Context: an optimization exercise on an open-source flow, tuned for a short achievable clock period and few clock cycles. The choices shown serve that exercise and are no tape-out recipe. The RTL was checked by simulation tests, not by an equivalence proof against the original design. No activity file was given, so power comes from the tool's default toggle rates.

$ cat flow/constraint.sdc
create_clock -name core_clock -period 10.0 [get_ports {clk}]
set_input_delay 2.0000 -clock core_clock [delete_from_list [all_inputs] [get_ports {clk}]]
set_output_delay 2.0000 -clock core_clock [all_outputs]
set_load 0.01 [all_outputs]
$ cat flow/design.v
module frame_rx (
    input  wire        clk,
    input  wire        rst,
    input  wire        cmd_valid,
    output wire        cmd_ready,
    input  wire [15:0] cmd_word,
    input  wire [7:0]  rx_avail,
    input  wire        rx_err,
    input  wire        rx_valid,
    input  wire [7:0]  rx_data,
    output wire        rx_ready,
    output reg         rsp_valid,
    output reg  [1:0]  rsp_status,
    output reg  [31:0] rsp_data,
    output reg         ev_valid,
    output reg         ev_hdr,
    output reg  [7:0]  ev_port,
    output reg  [7:0]  ev_data
);
    localparam [7:0] HM0 = 8'hA5, HM1 = 8'h5A;
    localparam [7:0] TM0 = 8'hC3, TM1 = 8'h3C;
    localparam [7:0] MAX_PAYLOAD = 8'd56;
    localparam       W = 4;             
    localparam [1:0] ST_OK = 2'd0, ST_IO_ERROR = 2'd1, ST_ILLEGAL = 2'd2;
    localparam [1:0] R_SYNC = 2'd0, R_HDR = 2'd1, R_BODY = 2'd2;
    function [15:0] crc_byte(input [15:0] c, input [7:0] d);
        integer k;
        reg [15:0] x;
        begin
            x = c ^ {8'h00, d};
            for (k = 0; k < 8; k = k + 1)
                x = x[0] ? ((x >> 1) ^ 16'hA001) : (x >> 1);
            crc_byte = x;
        end
    endfunction
    function [63:0] rotl(input [63:0] v, input integer n);
        rotl = (v << n) | (v >> (64 - n));
    endfunction
    function [63:0] dec64(input [5:0] p);
        integer k;
        for (k = 0; k < 64; k = k + 1)
            dec64[k] = (p == k);
    endfunction
    function [7:0] ring_rd(input [511:0] m, input [63:0] oh);
        integer i;
        reg [7:0] r;
        begin
            r = 8'd0;
            for (i = 0; i < 64; i = i + 1)
                r = r | (m[i*8 +: 8] & {8{oh[i]}});
            ring_rd = r;
        end
    endfunction
    localparam [15:0] CRC_MAGIC = 16'hDBFA;   
    reg        cmd_ready_r;
    reg        acc_q;           
    reg [15:0] cq;
    reg        errq;
    reg        proc_act;        
    reg        rx_ready_r;
    reg [7:0]  rem_a;
    reg [6:0]  rem_f;
    reg        la1, lf1;
    reg        rx_vq;
    reg [7:0]  rx_q;
    reg        rxq_a5, rxq_5a, rxq_c3, rxq_3c;
    assign cmd_ready = cmd_ready_r;
    assign rx_ready  = rx_ready_r;
    reg [511:0] mem;            
    reg [63:0] mv;              
    reg        last_a5;         
    reg [5:0]  wr;              
    reg [5:0]  head;            
    reg [6:0]  count;           
    reg [1:0]  rst_st;
    reg [5:0]  cur;             
    reg [5:0]  cur1;            
    reg [6:0]  o;               
    reg [6:0]  ahead;           
    reg [7:0]  h_size;
    reg        h_big;
    reg [7:0]  h_port;
    reg [15:0] h_crc;
    reg [6:0]  f_len;
    reg [6:0]  flm1, flm2;      
    reg [15:0] crc;
    reg        tm0_ok;
    reg        crc_ok;
    reg        port_ok;
    reg [W-1:0] wq;             
    reg        wq_ok;
    reg        lp;              
    reg        hit_q;           
    reg        eh_done;         
    reg [7:0]  pf;              
    reg        pf_ok, pf_3c, pf_c3;
    reg [15:0] port_grp;        
    reg        rst_q;           
    reg        wen_q;           
    reg [31:0] ctr_rcv_msgs, ctr_rcv_bytes, ctr_dropped, ctr_crc_err;
    reg [31:0] ctr_size_err, ctr_trailer_err, ctr_no_receiver;
    reg [6:0]  i_drop, i_bytes;
    reg        i_msgs, i_crc, i_size, i_trl, i_norx;
    reg [255:0] port_reg;
    reg        q_v0, q_v1;
    reg [5:0]  q_ptr0, q_ptr1;      
    reg [5:0]  q_left0, q_left1;    
    reg        q_hd0, q_hd1;        
    reg [7:0]  q_port0, q_port1;
    reg [5:0]  q_size0, q_size1;
    wire [6:0]  count_eff = count + {6'd0, rx_vq};
    reg  [8:0]  ceq, cge;
    always @(*) begin
        for (i = 0; i <= 8; i = i + 1)
            ceq[i] = (count == i);
        cge[0] = 1'b1;
        for (i = 1; i <= 8; i = i + 1)
            cge[i] = cge[i-1] && !ceq[i-1];
    end
    wire        live      = (ahead == 7'd0);        
    wire        cur_avail = live ? rx_vq : pf_ok;
    wire [7:0]  cb        = live ? rx_q : pf;
    wire        cb_3c     = live ? rxq_3c : pf_3c;
    wire        cb_c3     = live ? rxq_c3 : pf_c3;
    wire [7:0]  rdA       = ring_rd(mem, dec64(cur));
    wire [7:0]  rdB       = ring_rd(mem, dec64(cur1));
    wire        nxt_live  = (ahead == 7'd1);
    wire [7:0]  nA        = live ? rx_q : rdA;
    wire [7:0]  nB        = nxt_live ? rx_q : rdB;
    wire        nA_3c     = live ? rxq_3c : (rdA == TM1);
    wire        nA_c3     = live ? rxq_c3 : (rdA == TM0);
    wire        nB_3c     = nxt_live ? rxq_3c : (rdB == TM1);
    wire        nB_c3     = nxt_live ? rxq_c3 : (rdB == TM0);
    reg  [W-1:0] wm, cur_w, nxt_w;
    integer j, i;
    wire        w_bub  = cge[3] && !wq_ok;    
    wire [63:0] w_cur  = dec64((rst_st != R_SYNC) ? head + 6'd2 : head);
    wire [63:0] w_nxt  = dec64(head + W);
    always @(*) begin
        for (j = 0; j < W; j = j + 1) begin
            cur_w[j] = |(w_cur & rotl(mv, 64 - j));
            nxt_w[j] = |(w_nxt & rotl(mv, 64 - j));
            if (cge[j + 3])
                wm[j] = wq[j];
            else if (ceq[j + 2])
                wm[j] = lp;
            else if (ceq[j + 1])
                wm[j] = rx_vq && last_a5 && rxq_5a;
            else
                wm[j] = 1'b0;
        end
    end
    reg [W-1:0] wfs;
    reg [3:0]   jf;
    always @(*) begin
        wfs = {W{1'b0}};
        jf = 4'd0;
        for (j = W - 1; j >= 0; j = j - 1)
            if (wm[j]) begin
                wfs = {W{1'b0}};
                wfs[j] = 1'b1;
                jf = j;
            end
    end
    wire        wfound = |wm;
    wire        ce2    = cge[2] || (ceq[1] && rx_vq);
    wire        adv_w  = cge[W + 1] || (ceq[W] && rx_vq);
    reg  [W:1]  adv_oh;
    always @(*) begin
        for (j = 1; j < W; j = j + 1)
            adv_oh[j] = rx_vq ? ceq[j] : ceq[j + 1];
        adv_oh[W] = adv_w;
    end
    wire [3:0]  adv    = adv_w ? W : (rx_vq ? count[3:0] : count[3:0] - 4'd1);
    reg  [6:0]  cnt_k [0:W];
    always @(*) begin
        for (j = 0; j <= W; j = j + 1)
            cnt_k[j] = rx_vq ? (count - j + 1) : (count - j);
    end
    wire [6:0]  cnt_f = rx_vq ? (count - flm1) : (count - f_len);
    wire [15:0] crc_in_data = crc_byte(crc, cb);
    wire [15:0] crc_in_zero = crc_byte(crc, 8'h00);
    wire [15:0] crc_size    = crc_byte(CRC_MAGIC, cb);
    wire [15:0] crc_trl     = crc_byte(crc_byte(crc, TM0), TM1);
    wire [7:0]  d_byte = ring_rd(mem, dec64(q_ptr0));
    wire        d_pop  = q_v0 && ((q_hd0 && q_size0 == 6'd0) || (!q_hd0 && q_left0 == 6'd1));
    wire [7:0]  carg = cq[15:8];
    wire        c_process  = (cq == 16'h0001);
    wire        c_register = (cq[7:0] == 8'h02);
    wire        c_read     = (cq[7:0] == 8'h03) && (carg < 8'd7);
    wire        c_clear    = (cq == 16'h0004);
    reg [31:0] ctr_sel;
    always @(*) begin
        case (carg[2:0])
            3'd0: ctr_sel = ctr_rcv_msgs;
            3'd1: ctr_sel = ctr_rcv_bytes;
            3'd2: ctr_sel = ctr_dropped;
            3'd3: ctr_sel = ctr_crc_err;
            3'd4: ctr_sel = ctr_size_err;
            3'd5: ctr_sel = ctr_trailer_err;
            default: ctr_sel = ctr_no_receiver;
        endcase
    end
    reg [5:0]  head_n, cur_n, cur1_n;
    reg [6:0]  count_n;
    reg [6:0]  o_n;
    reg [1:0]  st_n;
    reg [6:0]  d_drop;
    reg        d_size, d_trl, d_crc, d_ok;
    reg        push;
    reg        wait_n;        
    reg        hdr2, hdr3, hdr4, hdr5, body_adv, tm0_here;
    reg        c_adv, c_jump;
    reg        w_next;        
    reg        hit_n;         
    always @(*) begin
        head_n = head;
        cur_n = cur;
        cur1_n = cur1;
        count_n = cnt_k[0];
        o_n = o;
        st_n = rst_st;
        d_drop = 7'd0;
        d_size = 1'b0;
        d_trl = 1'b0;
        d_crc = 1'b0;
        d_ok = 1'b0;
        push = 1'b0;
        wait_n = 1'b0;
        hdr2 = 1'b0; hdr3 = 1'b0; hdr4 = 1'b0; hdr5 = 1'b0;
        body_adv = 1'b0; tm0_here = 1'b0;
        c_adv = 1'b0; c_jump = 1'b0;
        w_next = 1'b0;
        hit_n = 1'b0;
        case (rst_st)
            R_SYNC: begin
                if (!ce2) begin
                    wait_n = 1'b1;
                end else if (hit_q || (wm[0] && !w_bub)) begin
                    cur_n = head + 6'd2;
                    cur1_n = head + 6'd3;
                    o_n = 7'd2;
                    st_n = R_HDR;
                    c_jump = 1'b1;
                    wait_n = (ceq[2] && !rx_vq) || (ceq[1] && rx_vq);
                end else if (wfound && !w_bub) begin
                    head_n = head;
                    for (j = 1; j < W; j = j + 1)
                        if (wfs[j]) head_n = head + j;
                    count_n = cnt_k[1];
                    for (j = 2; j < W; j = j + 1)
                        if (wfs[j]) count_n = cnt_k[j];
                    d_drop = {3'd0, jf};
                    hit_n = 1'b1;
                end else if (w_bub) begin
                end else begin
                    head_n = head;
                    for (j = 1; j <= W; j = j + 1)
                        if (adv_oh[j]) head_n = head + j;
                    count_n = adv_w ? cnt_k[W] : 7'd1;
                    d_drop = {3'd0, adv};
                    wait_n = !adv_w;
                    w_next = adv_w;
                end
            end
            R_HDR: begin
                if (!cur_avail) begin
                    wait_n = live;
                end else begin
                    cur_n = cur1;
                    cur1_n = cur1 + 6'd1;
                    o_n = o + 7'd1;
                    c_adv = 1'b1;
                    wait_n = live;
                    case (o[1:0])
                        2'd2: hdr2 = 1'b1;
                        2'd3: hdr3 = 1'b1;
                        2'd0: hdr4 = 1'b1;
                        default: begin
                            hdr5 = 1'b1;
                            if (h_big) begin
                                d_size = 1'b1;
                                d_drop = 7'd2;
                                head_n = head + 6'd2;
                                count_n = cnt_k[2];
                                st_n = R_SYNC;
                                wait_n = 1'b0;
                            end else begin
                                st_n = R_BODY;
                            end
                        end
                    endcase
                end
            end
            default: begin
                if (!cur_avail) begin
                    wait_n = live;
                end else if (o == flm1) begin
                    if (!(tm0_ok && cb_3c)) begin
                        d_trl = 1'b1;
                        d_drop = 7'd2;
                        head_n = head + 6'd2;
                        count_n = cnt_k[2];
                        st_n = R_SYNC;
                    end else if (!crc_ok) begin
                        d_crc = 1'b1;
                        d_drop = 7'd2;
                        head_n = head + 6'd2;
                        count_n = cnt_k[2];
                        st_n = R_SYNC;
                    end else if (port_ok && q_v1 && !d_pop) begin
                    end else begin
                        d_ok = 1'b1;
                        push = port_ok && !eh_done;
                        head_n = cur1;
                        count_n = cnt_f;
                        st_n = R_SYNC;
                        wait_n = live;
                    end
                end else begin
                    body_adv = 1'b1;
                    tm0_here = (o == flm2);
                    c_adv = 1'b1;
                    cur_n = cur1;
                    cur1_n = cur1 + 6'd1;
                    o_n = o + 7'd1;
                    wait_n = live;
                end
            end
        endcase
    end
    wire eh_pre       = (rst_st == R_BODY) && live && rx_vq && (o == flm2) && rxq_c3 &&
                        (crc_trl == h_crc) && port_ok && !q_v0 && rx_ready_r;
    wire eh           = eh_pre && rx_valid && (rx_data == TM1);
    wire push_hdr_now = push && !q_v0;                     
    wire push_entry   = push && !(push_hdr_now && h_size[5:0] == 6'd0);
    wire disp_idle_n  = !push_entry && (!q_v0 || (d_pop && !q_v1));
    wire rsp_proc     = proc_act && !rx_ready_r && wait_n && disp_idle_n;
    wire live_simple  = (rst_st == R_SYNC) ? (ceq[0] || ceq[1] || (ceq[2] && !rx_vq)) :
                        (rst_st == R_HDR)  ? (live && ((o == 7'd2) || (o == 7'd3) || (o == 7'd4 && !rx_vq))) :
                                             (live && (o != flm1) && !(rx_vq && o == flm2));
    wire early_ok     = proc_act && rx_ready_r && (la1 || lf1) && live_simple &&
                        (!q_v0 || (d_pop && !q_v1));
    wire rsp_early    = rx_valid && early_ok;
    always @(posedge clk) begin
        for (i = 0; i < 64; i = i + 1)
            if (wen_q && wr == i)
                mem[i*8 +: 8] <= rx_q;
        if (wen_q)
            mv[wr - 6'd1] <= last_a5 && rxq_5a;
    end
    always @(posedge clk) begin
        rx_q <= rx_data;
        rxq_a5 <= (rx_data == HM0);
        rxq_5a <= (rx_data == HM1);
        rxq_c3 <= (rx_data == TM0);
        rxq_3c <= (rx_data == TM1);
        if (rx_vq)
            last_a5 <= rxq_a5;
        if (cmd_ready_r) begin
            cq <= cmd_word;
            errq <= rx_err;
            rem_a <= rx_avail;
            rem_f <= 7'd64 - count;
            la1 <= (rx_avail == 8'd1);
            lf1 <= (count == 7'd63);
        end else if (rx_valid && rx_ready_r) begin
            rem_a <= rem_a - 8'd1;
            rem_f <= rem_f - 7'd1;
            la1 <= (rem_a == 8'd2);
            lf1 <= (rem_f == 7'd2);
        end
        wq <= w_next ? nxt_w : cur_w;
        if (rx_vq)
            lp <= last_a5 && rxq_5a;
        pf <= c_adv ? nB : nA;
        pf_3c <= c_adv ? nB_3c : nA_3c;
        pf_c3 <= c_adv ? nB_c3 : nA_c3;
        for (i = 0; i < 16; i = i + 1)
            port_grp[i] <= port_reg[{i[3:0], h_port[3:0]}];
        port_ok <= port_grp[h_port[7:4]];
        if (hdr2) begin
            h_size <= cb;
            h_big <= (cb > MAX_PAYLOAD);
            f_len <= cb[6:0] + 7'd8;
            flm1 <= cb[6:0] + 7'd7;
            flm2 <= cb[6:0] + 7'd6;
            crc <= crc_size;
        end
        if (hdr3) begin
            h_port <= cb;
            crc <= crc_in_data;
        end
        if (hdr4) begin
            h_crc[7:0] <= cb;
            crc <= crc_in_zero;
        end
        if (hdr5) begin
            h_crc[15:8] <= cb;
            crc <= crc_in_zero;
        end
        if (body_adv)
            crc <= crc_in_data;
        if (tm0_here) begin
            tm0_ok <= cb_c3;
            crc_ok <= (crc_trl == h_crc);
        end
        ev_hdr <= q_v0 ? q_hd0 : 1'b1;
        ev_port <= q_v0 ? q_port0 : h_port;
        ev_data <= q_v0 ? (q_hd0 ? {2'b00, q_size0} : d_byte) : h_size;
        if (q_v0) begin
            if (q_hd0)
                q_hd0 <= 1'b0;
            else begin
                q_ptr0 <= q_ptr0 + 6'd1;
                q_left0 <= q_left0 - 6'd1;
            end
        end
        if (d_pop) begin
            if (q_v1) begin
                q_ptr0 <= q_ptr1; q_left0 <= q_left1; q_hd0 <= q_hd1;
                q_port0 <= q_port1; q_size0 <= q_size1;
                if (push) begin
                    q_ptr1 <= head + 6'd6; q_left1 <= h_size[5:0];
                    q_hd1 <= 1'b1; q_port1 <= h_port; q_size1 <= h_size[5:0];
                end
            end else if (push) begin
                q_ptr0 <= head + 6'd6; q_left0 <= h_size[5:0];
                q_hd0 <= 1'b1; q_port0 <= h_port; q_size0 <= h_size[5:0];
            end
        end else if (push) begin
            if (!q_v0) begin
                q_ptr0 <= head + 6'd6; q_left0 <= h_size[5:0];
                q_hd0 <= 1'b0; q_port0 <= h_port; q_size0 <= h_size[5:0];
            end else begin
                q_ptr1 <= head + 6'd6; q_left1 <= h_size[5:0];
                q_hd1 <= 1'b1; q_port1 <= h_port; q_size1 <= h_size[5:0];
            end
        end else if (eh) begin
            q_ptr0 <= head + 6'd6; q_left0 <= h_size[5:0];
            q_hd0 <= 1'b0; q_port0 <= h_port; q_size0 <= h_size[5:0];
        end
        rsp_status <= !acc_q ? ST_OK :
                      (c_process && errq) ? ST_IO_ERROR :
                      (c_process || c_register || c_read || c_clear) ? ST_OK : ST_ILLEGAL;
        rsp_data <= (acc_q && c_read) ? ctr_sel : 32'd0;
    end
    always @(posedge clk) begin
        rst_q <= rst;
        if (rst) begin
            cmd_ready_r <= 1'b1;
            acc_q <= 1'b0;
            proc_act <= 1'b0;
            rx_ready_r <= 1'b0;
            rx_vq <= 1'b0;
            wen_q <= 1'b0;
            wr <= 6'd0;
            count <= 7'd0;
            rst_st <= R_SYNC;
            o <= 7'd0;
            ahead <= 7'd0;
            pf_ok <= 1'b0;
            wq_ok <= 1'b0;
            hit_q <= 1'b0;
            eh_done <= 1'b0;
            q_v0 <= 1'b0;
            q_v1 <= 1'b0;
            rsp_valid <= 1'b0;
            ev_valid <= 1'b0;
        end else begin
            rsp_valid <= 1'b0;
            ev_valid <= 1'b0;
            acc_q <= cmd_valid && cmd_ready_r;
            if (cmd_valid && cmd_ready_r) begin
                cmd_ready_r <= 1'b0;
                if (cmd_word == 16'h0001 && !rx_err) begin
                    proc_act <= 1'b1;
                    rx_ready_r <= (rx_avail != 8'd0) && (count != 7'd64);
                end
            end
            rx_vq <= rx_valid && rx_ready_r;
            wen_q <= rx_ready_r;
            if (rx_valid && rx_ready_r && (la1 || lf1))
                rx_ready_r <= 1'b0;
            if (rx_vq)
                wr <= wr + 6'd1;
            count <= count_n;
            ahead <= c_jump ? cnt_k[2] : (c_adv ? ahead + {6'd0, rx_vq} - 7'd1 : ahead + {6'd0, rx_vq});
            o <= o_n;
            rst_st <= st_n;
            pf_ok <= !c_jump;
            hit_q <= hit_n;
            wq_ok <= ((rst_st == R_SYNC) && (w_bub || w_next)) || d_size || d_trl || d_crc;
            if (q_v0 || push || eh)
                ev_valid <= 1'b1;
            if (d_pop)
                q_v0 <= q_v1 || push;
            else if ((push || eh) && (q_v0 || h_size[5:0] != 6'd0))
                q_v0 <= 1'b1;
            eh_done <= eh;
            if (d_pop)
                q_v1 <= q_v1 && push;
            else if (push && q_v0)
                q_v1 <= 1'b1;
            if (acc_q && !(c_process && !errq)) begin
                rsp_valid <= 1'b1;
                cmd_ready_r <= 1'b1;
            end
            if (rsp_proc || rsp_early) begin
                proc_act <= 1'b0;
                rsp_valid <= 1'b1;
                cmd_ready_r <= 1'b1;
            end
        end
    end
    always @(posedge clk) begin
        if (rst_q) begin
            head <= 6'd0;
            cur <= 6'd0;
            cur1 <= 6'd1;
        end else begin
            head <= head_n;
            cur <= cur_n;
            cur1 <= cur1_n;
        end
    end
    always @(posedge clk) begin
        if (rst_q) begin
            i_drop <= 7'd0; i_bytes <= 7'd0;
            i_msgs <= 1'b0; i_crc <= 1'b0; i_size <= 1'b0; i_trl <= 1'b0; i_norx <= 1'b0;
            ctr_rcv_msgs <= 32'd0;
            ctr_rcv_bytes <= 32'd0;
            ctr_dropped <= 32'd0;
            ctr_crc_err <= 32'd0;
            ctr_size_err <= 32'd0;
            ctr_trailer_err <= 32'd0;
            ctr_no_receiver <= 32'd0;
            port_reg <= 256'd0;
        end else begin
            i_drop <= d_drop;
            i_bytes <= d_ok ? f_len : 7'd0;
            i_msgs <= d_ok;
            i_norx <= d_ok && !port_ok;
            i_crc <= d_crc;
            i_size <= d_size;
            i_trl <= d_trl;
            if (acc_q && c_clear) begin
                ctr_rcv_msgs <= 32'd0;
                ctr_rcv_bytes <= 32'd0;
                ctr_dropped <= 32'd0;
                ctr_crc_err <= 32'd0;
                ctr_size_err <= 32'd0;
                ctr_trailer_err <= 32'd0;
                ctr_no_receiver <= 32'd0;
            end else begin
                ctr_dropped <= ctr_dropped + {25'd0, i_drop};
                ctr_rcv_bytes <= ctr_rcv_bytes + {25'd0, i_bytes};
                ctr_rcv_msgs <= ctr_rcv_msgs + {31'd0, i_msgs};
                ctr_no_receiver <= ctr_no_receiver + {31'd0, i_norx};
                ctr_crc_err <= ctr_crc_err + {31'd0, i_crc};
                ctr_size_err <= ctr_size_err + {31'd0, i_size};
                ctr_trailer_err <= ctr_trailer_err + {31'd0, i_trl};
            end
            if (acc_q && c_register)
                port_reg[carg] <= 1'b1;
        end
    end
endmodule
$ cat flow/flow/margin.txt
7
$ cat flow/config.mk
export PLATFORM = sky130hd
export DESIGN_NAME = frame_rx
export DESIGN_NICKNAME = frame_rx
export VERILOG_FILES = /design/flow/design.v
export SDC_FILE = /design/flow/constraint.sdc
export NUM_CORES = 4
export LEC_CHECK = 0
export ABC_CLOCK_PERIOD_IN_PS = 2500
export CAP_MARGIN = 30
export CORE_MARGIN = 2
export CORE_UTILIZATION = 40
export PLACE_DENSITY = 0.6
export SLEW_MARGIN = 30
$ cat flow/flow/run.sh
#!/bin/bash
# Standard layout (the standard.sh, unchanged synthesis) with a tighter
# setup repair target; make's full output goes to make.log here.
set -euo pipefail
MARGIN=$(cat flow/margin.txt)
bash standard.sh SETUP_SLACK_MARGIN=$MARGIN finish > make.log 2>&1
$ cat flow/standard.sh
#!/bin/bash
# synth_recipe.tcl (not shown) runs the flow's synth.tcl, then flattens the netlist and writes it again
# the make line also repeats each setting of config.mk as NAME=value (left out here)
make -C /OpenROAD-flow-scripts/flow DESIGN_CONFIG=/design/flow/config.mk WORK_HOME=/design/flow/orfs CLKGATE_MAP_FILE= SYNTH_SCRIPT=/design/flow/synth_recipe.tcl "${@:-finish}"
==> out/results.tsv <==
metric	value	unit
status	complete, no violations	
Setup TNS	0	ns
syn nets	7610	
I/O Pins	92	
most frequent cells in the layout	nand3_1 (748), edfxtp_1 (714), nor2_1 (705), dfxtp_1 (588), buf_4 (502)	
EDFF count, synth	714	
Initial Util	40.2	%
synthesis-to-layout area growth	25.3	%
post-route ant nets	0	
HPWL Detailed	271000	um
Final nets	8010	
Post-synth ARST share	0	%
most common cell after layout, fill and taps aside	nand3_1	
Reg clk slew, reported paths	0.06	ns
initial antenna violation count	41	
Max VDD drop	0.000156	V
fin crit share	35.5	%
PD cells	205	nW/um2
final clock skew	0.0657	ns
RSZ-0062 raised after global routing	true	
routed len/inst	40.4	um
TritonCTS clock tree	done	
clk buf depth	3	
area of the multi-input gates	38800	um2
H-tree levels	4	
Largest register FFs	512	
worst slew pin tran	1.21	ns
Detailed Route WL	421000	um
Row Count	155	
Worst Hold Class	flip-flop to flip-flop	
vias in the first global route	66800	
CTS sink cnt	1379	
fin area	89800	um2
CTS Hold Bufs	0	
post-layout min period	3.55	ns
Synth Register Bits	1379	
CP arrival	4.30	ns
synthesized netlist cell count	7477	
Initial DRC Count	13400	
Die Y	427	um
share of cells above drive strength 1	23.4	%
Main synth FF type	edfxtp_1	
final hold violations	0	
GR Overflow Total	0	
Vias	74800	
die area	183000	um2
CP Launch Type	flip-flop	
Clock Latency Late Sink	0.88	ns
critical-path maximum fanout	128	
WP data required	10.75	ns
Core ar.	178000	um2
Mapped Area	71700	um2
GRT Util Overall	44.5	%
kind of critical path	flip-flop to flip-flop	
synth warn	2	
CP Capture Type	flip-flop	
Max Transition Viols Final	0	
port bufs	91	
final setup violating endpoints	0	
first-pass GRT wire length	562000	um
residual DRC count	0	
largest net degree at the start of global routing	256	
Max Freq	282	MHz
CTS Root Buffer Type	clkbuf_16	
CTS buffer count	158	
register area share after synthesis	48.5	%
Max-Cap Viols	0	
number of vias per cell	7.17	
layout filler cell count	16200	
FF+latch area	34900	um2
Initial DRT Pass Iterations	15	
Post-Syn Area per Cell	9.59	um2
post-synth cell types	118	
Die Wd	427	um
Final GP Congestion	1.13	
Static Leak	0.0304	uW
dpl cell area	77000	um2
Rel. slew slack	19.3	%
==> final timing paths <==
path         slack, ns                start           endpoint  cells past startpoint
max               6.45  cur[1]$_SDFFE_PP0P_      pf_3c$_DFF_P_                     10
min               0.40       rxq_a5$_DFF_P_  last_a5$_DFFE_PP_                      0
max reg2reg       6.45  cur[1]$_SDFFE_PP0P_      pf_3c$_DFF_P_                     10
min reg2reg       0.40       rxq_a5$_DFF_P_  last_a5$_DFFE_PP_                      0
==> synthesized netlist by cell type (13+ instances only) <==
library cell	instances	share of area [%]
nor2_1	951	5.0
nand3_1	771	5.4
edfxtp_1	714	30
dfxtp_1	665	19
nand2_1	487	2.5
a21oi_1	476	3.3
a22oi_1	458	4.8
clkbuf_1	434	2.3
nand4_1	266	2.3
xor2_1	199	2.4
xnor2_1	198	2.4
o21ai_0	175	1.2
a221oi_1	109	1.3
nor3_1	105	0.73
a22o_1	102	1.2
and3_1	93	0.81
ha_1	93	1.6
mux4_2	86	2.7
inv_1	84	0.44
nor4_1	84	0.73
a222oi_1	81	1.1
buf_1	64	0.34
and2_1	56	0.49
mux2i_1	51	0.71
or3_1	43	0.38
nor2b_1	39	0.34
a31oi_1	37	0.32
buf_2	33	0.23
o2bb2ai_1	33	0.40
a32oi_1	29	0.35
nand2b_1	29	0.25
o22ai_1	27	0.24
mux2_2	24	0.38
o31ai_1	22	0.23
o21ai_1	20	0.14
and4_1	16	0.20
nand3b_1	16	0.17
a21o_1	15	0.16
a211oi_1	14	0.15
a311oi_1	13	0.16
o211ai_1	13	0.14
==> where the power goes <==
part | internal [uW] | switching, uW
registers | 6160 | 211
logic | 2370 | 3690
clock network | 3400 | 2590
==> cells by family after synthesis <==
logic type | after synthesis | share of synthesized area (%)
adder cells (fa/ha/maj) | 96 | 1.71
AND/OR/NAND/NOR | 3050 | 20.5
flip-flops | 1379 | 48.5
buffers and inverters | 627 | 3.35
multiplexers | 165 | 3.86
XOR/XNOR | 402 | 5.00
AO/OA/AOI/OAI | 1758 | 17.2
==> stage by stage <==
stage          setup slack, ns  hold WS [ns]  instances  utilization [%]  total power [uW]
2_1_floorplan             6.33         0.386       7477                -              9210
3_3_place_gp              4.96         0.390       9656             43.0             10700
3_5_place_dp              4.96         0.389       9663             43.2             10700
4_1_cts                   6.54         0.403      10200             48.3             17500
5_1_grt                   6.52         0.419      10400             50.3             18800
6_report                  6.45         0.403      10400             50.4             18400
==> worst max-delay path, cell delays in order (launching register included) <==
cell	delay, ns
dfxtp_1	0.38
nor2b_4	0.17
buf_12	0.23
nand3_1	0.33
nand4_1	0.17
nor4_2	0.40
nand4_1	0.13
buf_4	0.20
or4_1	0.54
or3_1	0.36
o211ai_1	0.13
==> repair_timing <==
item | in CTS | in global routing
gates cloned | 13 | 7
pin swaps | 123 | 157
gates resized for setup | 743 | 419
buffers inserted | 210 | 167
endpoints found under the setup margin | 842 | 597
==> routing by layer <==
metal	global-route usage [%]	part of all wire, %	vias to the layer above
li1	-	-	29300
met1	53.0	36	36500
met2	60.6	40	6705
met3	22.2	14	2164
met4	33.9	9.7	42
met5	0.926	0.19	-
==> layout make-up <==
cell class,count,area share [%]
antenna,58,0.162
clock buffer,206,4.78
clock inverter,84,1.06
inverter,95,0.451
multi-input combinational,5481,43.2
sequential,1379,38.9
tap,2355,3.28
timing repair buffer,762,8.20
Testbench counts, summed over its fixed seeds: cycles 47,233.

[static timing again, ports no longer ideal]
Ports are ideal in the flow. The routed layout listed here was re-timed in OpenROAD.
Step 1, drivers: a clkbuf_16 drives clk and a buf_2 each remaining input, both assumed.
Step 2 moves the port delays by t, midway between the first and last clock arrival at a register: inputs arrive t later, outputs are due t later. That takes back most of the time a late clock gives input paths.
Slacks: ideal ports / drivers / drivers and shift; pairs: ideal ports / drivers.
shift t [ns]: 0.938
slack for setup (ns): 6.449 / 6.449 / 5.988
hold WS [ns]: 0.403 / 0.403 / 0.403
cell pins on the clock port's net: 1
After both steps this run still meets setup and hold. The setup slack of this run moves by 0.000 ns with the drivers and by -0.461 ns with both steps.
